What follows belongs to an exercise in optimizing a design on an open flow for small area and a short achievable clock period; a production flow would make more cautious choices. The RTL was checked by simulation tests, not by an equivalence proof against the original design.

==> flow/design.v (excerpt) <==
module bam_servo (
    input  wire        clk,
    input  wire        rst,
    input  wire        cmd_valid,
    output wire        cmd_ready,
    input  wire [39:0] cmd_word,
    output reg         rsp_valid,
    output reg  [1:0]  rsp_status,
    output reg  [31:0] rsp_data,
    input  wire        tick_valid,
    input  wire [31:0] tick_now,
    input  wire        estop_req,
    input  wire [9:0]  enc_raw,
    output reg         enc_strobe,
    output wire [14:0] pwm_a,
    output wire [14:0] pwm_b,
    output wire        diag_irq
);
    localparam [3:0] OP_NOP   = 4'h0, OP_SET   = 4'h1, OP_ESTOP = 4'h2, OP_QUERY = 4'h3,
                     OP_TICK  = 4'h4, OP_CFGW  = 4'h5, OP_CFGR  = 4'h6, OP_STATR = 4'h7,
                     OP_CLR   = 4'h8;
    localparam [1:0] RSP_OK = 2'd0, RSP_ILLEGAL = 2'd1, RSP_REJECTED = 2'd2;
    localparam F_KIN = 0, F_CLAMP = 1, F_OVERRUN = 2, F_ILLEGAL = 3, F_REJECT = 4, F_ABORT = 5;
    reg        kin_style, fault_policy;
    reg [15:0] cfg_l1, cfg_l2;
    reg [9:0]  cfg_offset, cfg_anchor;
    reg [16:0] cfg_lmin, cfg_lmax;
    reg [23:0] cfg_kp;
    reg [14:0] cfg_duty_fs;
    reg [31:0] cfg_min_period;
    reg [5:0]  cfg_irq_mask;
    reg [31:0] drv_m;
    reg [31:0] drv_d;
    reg [38:0] drv_gain;
    reg               st_enabled;
    reg        [16:0] st_target;
    reg        [31:0] st_last_update;
    reg        [14:0] out_pwm_a, out_pwm_b;
    reg        [5:0]  st_flags;
    reg               st_last_fault;
    reg        [16:0] st_last_length;
    reg        [9:0]  st_last_raw;
    reg        [31:0] st_tick_count;
    assign cmd_ready = ~rst;
    assign pwm_a     = out_pwm_a;
    assign pwm_b     = out_pwm_b;
    assign diag_irq  = |(st_flags & cfg_irq_mask);
    wire [3:0]  op   = cmd_word[39:36];
    wire [3:0]  idx  = cmd_word[35:32];
    wire [31:0] data = cmd_word[31:0];
    wire idx_op   = (op == OP_CFGW) || (op == OP_CFGR) || (op == OP_STATR);
    wire illegal  = (op > OP_CLR) || (!idx_op && idx != 4'd0) || (idx_op && idx > 4'd10);
    wire cmd_ok   = cmd_valid && !illegal;
    wire do_set   = cmd_ok && (op == OP_SET);
  ...
For scale: ~11,000 cells after synthesis, roughly 160 I/O pins.
==> flow/config.mk <==
export PLATFORM = sky130hd
export DESIGN_NAME = bam_servo
export DESIGN_NICKNAME = bam_servo
export VERILOG_FILES = /design/flow/design.v
export SDC_FILE = /design/flow/constraint.sdc
export NUM_CORES = 4
export LEC_CHECK = 0
export ABC_AREA = 1
export CAP_MARGIN = 20
export CORE_MARGIN = 2
export CORE_UTILIZATION = 40
export SLEW_MARGIN = 20
export SYNTH_MEMORY_MAX_BITS = 8192
==> flow/constraint.sdc <==
create_clock -name core_clock -period 110.0 [get_ports {clk}]
set_input_delay 22.0000 -clock core_clock [delete_from_list [all_inputs] [get_ports {clk}]]
set_output_delay 22.0000 -clock core_clock [all_outputs]
set_load 0.01 [all_outputs]
standard.sh (not shown) runs the stock make flow with config.mk's settings and CLKGATE_MAP_FILE= SYNTH_SCRIPT=/design/flow/synth_recipe.tcl, a recipe that flattens the netlist after the stock synthesis.
==> flow/flow/run.sh <==
#!/bin/bash
# Layout flow: the standard layout (standard.sh) with one change to synthesis.
# Full and half adders are extracted only inside the two multiplier modules
# (bam_kin_mul, bam_plaw_mul), which are kept as separate modules until then;
# the design is flattened just before flip-flop mapping, so ABC maps the square
# root and the rest of the logic as one network. Registers, their names and
# cell types are those of the standard synthesis.
set -euo pipefail
W=$(pwd)
MODS="bam_kin_mul bam_plaw_mul"
{
  echo "proc extract_fa {args} { yosys extract_fa {*}\$args $MODS }"
  echo 'proc dfflibmap {args} {'
  echo '  yosys setattr -mod -unset keep_hierarchy'
  echo '  yosys flatten'
  echo '  yosys opt -fast -purge'
  echo '  yosys dfflibmap {*}$args'
  echo '}'
  cat "$W/synth_recipe.tcl"
} > "$W/flow_synth.tcl"
bash "$W/standard.sh" "SYNTH_SCRIPT=$W/flow_synth.tcl" "SYNTH_KEEP_MODULES=$MODS" "${@:-finish}" > "$W/flow_make.log" 2>&1
The baseline passed the timing, DRC and antenna checks.
Next try:
- PLACE_DENSITY: not set -> 0.8
Effect:
- utilization shrinks by 0.15 points
- die area does not change
- worst setup slack improves by 0.13 ns
- routed wire length falls by 10%
- first-iteration DRC count came out higher by 23%
- synthesized area stays the same
- synthesized cell count stays the same
- flip-flop and latch count is unchanged
- clock-buffer cell count is lower by 5
Next try:
==> flow/flow/run.sh (replaced) <==
#!/bin/bash
set -euo pipefail
W=$(pwd)
bash "$W/standard.sh" SETUP_SLACK_MARGIN=58 "${@:-finish}" > "$W/flow_make.log" 2>&1
- PLACE_DENSITY: 0.8 -> not set
=> Via count stays flat; first-iteration DRC count shrinks by 18%; global-route usage rose by 6.7 points; synthesized cell count came out lower by about 10%.
Next try:
==> flow/run.sh (new file) <==
#!/bin/bash
# synth_recipe.tcl (not shown) runs the flow's synth.tcl, then flattens the netlist and writes it again
# the make line also repeats each setting of config.mk as NAME=value (left out here)
make -C /OpenROAD-flow-scripts/flow DESIGN_CONFIG=/design/flow/config.mk WORK_HOME=/design/flow/orfs CLKGATE_MAP_FILE= SYNTH_SCRIPT=/design/flow/synth_recipe.tcl finish
removed: flow/flow/run.sh
removed: flow/standard.sh
After rerunning: Cell area came out lower by 16%; synthesized cell count is unchanged; via count came out lower by 7.6%.
Next try:
==> flow/flow/run.sh (new file) <==
#!/bin/bash
set -euo pipefail
W=$(pwd)
MODS="bam_kin_mul bam_plaw_mul"
{
  echo "proc extract_fa {args} { yosys extract_fa {*}\$args $MODS }"
  echo 'proc dfflibmap {args} {'
  echo '  yosys setattr -mod -unset keep_hierarchy'
  echo '  yosys flatten'
  echo '  yosys opt -fast -purge'
  echo '  yosys dfflibmap {*}$args'
  echo '}'
  cat "$W/synth_recipe.tcl"
} > "$W/flow_synth.tcl"
bash "$W/standard.sh" "SYNTH_SCRIPT=$W/flow_synth.tcl" "SYNTH_KEEP_MODULES=$MODS" \
  SETUP_SLACK_MARGIN=51 "${@:-finish}" > "$W/flow_make.log" 2>&1
==> flow/standard.sh (new file) <==
#!/bin/bash
# synth_recipe.tcl (not shown) runs the flow's synth.tcl, then flattens the netlist and writes it again
# the make line also repeats each setting of config.mk as NAME=value (left out here)
make -C /OpenROAD-flow-scripts/flow DESIGN_CONFIG=/design/flow/config.mk WORK_HOME=/design/flow/orfs CLKGATE_MAP_FILE= SYNTH_SCRIPT=/design/flow/synth_recipe.tcl "${@:-finish}"
removed: flow/run.sh
Effect: Global-route usage is lower by 0.47 points; via count came out higher by 9.9%; setup slack improved by 22 ns; first-iteration DRC count came out higher by 25%; routed wire length is higher by 6.8%; non-clock buffer count went up by 185; design area went up by 7.1%; count of clock-buffer cells in the layout rises by 2; core utilization is higher by 1.2 points; clock skew drops by 0.024 ns.
Next try:
--- a/flow/flow/run.sh
+++ b/flow/flow/run.sh
@@ -15,2 +15,2 @@
 bash "$W/standard.sh" "SYNTH_SCRIPT=$W/flow_synth.tcl" "SYNTH_KEEP_MODULES=$MODS" \
-  SETUP_SLACK_MARGIN=51 "${@:-finish}" > "$W/flow_make.log" 2>&1
+  SETUP_SLACK_MARGIN=58 "${@:-finish}" > "$W/flow_make.log" 2>&1
What happened:
- synthesized cell count is unchanged
- routed wire length went up by 8.5%
- worst hold slack gets better by 0.0063 ns

-- port drivers added, routing unchanged --
In the flow no input, the clock included, has a driving cell. The finished layouts below were timed again as built, in two steps. Step 1, drivers: a clkbuf_16 drives clk and a buf_2 each remaining input, both assumed. Step 2, shift: input delay + t, output delay - t, t = (earliest + latest rising clock arrival at the registers) / 2. This alone moves slack from input paths to output paths. Three values: ideal, step 1, step 2; two values: the first two.
run	t, ns	setup slack, ns	latest minus earliest clock arrival (ns)	cell pins on the clock port's net
the first run	0.732	45.710 / 45.751 / 45.019	0.042 / 0.042	1
the second run	0.741	45.843 / 45.893 / 45.152	0.054 / 0.054	1
the third run	0.767	46.669 / 46.711 / 45.944	0.088 / 0.088	1
the fourth run	0.754	31.347 / 31.399 / 30.644	0.061 / 0.061	1
the fifth run	0.734	53.119 / 53.149 / 52.415	0.039 / 0.038	1
the sixth run	0.752	55.940 / 55.941 / 55.189	0.053 / 0.053	1
After both steps every run listed still meets setup and hold. For the sixth run, which loses most, drivers alone change the setup slack by +0.001 ns; drivers and shift together by -0.751 ns.
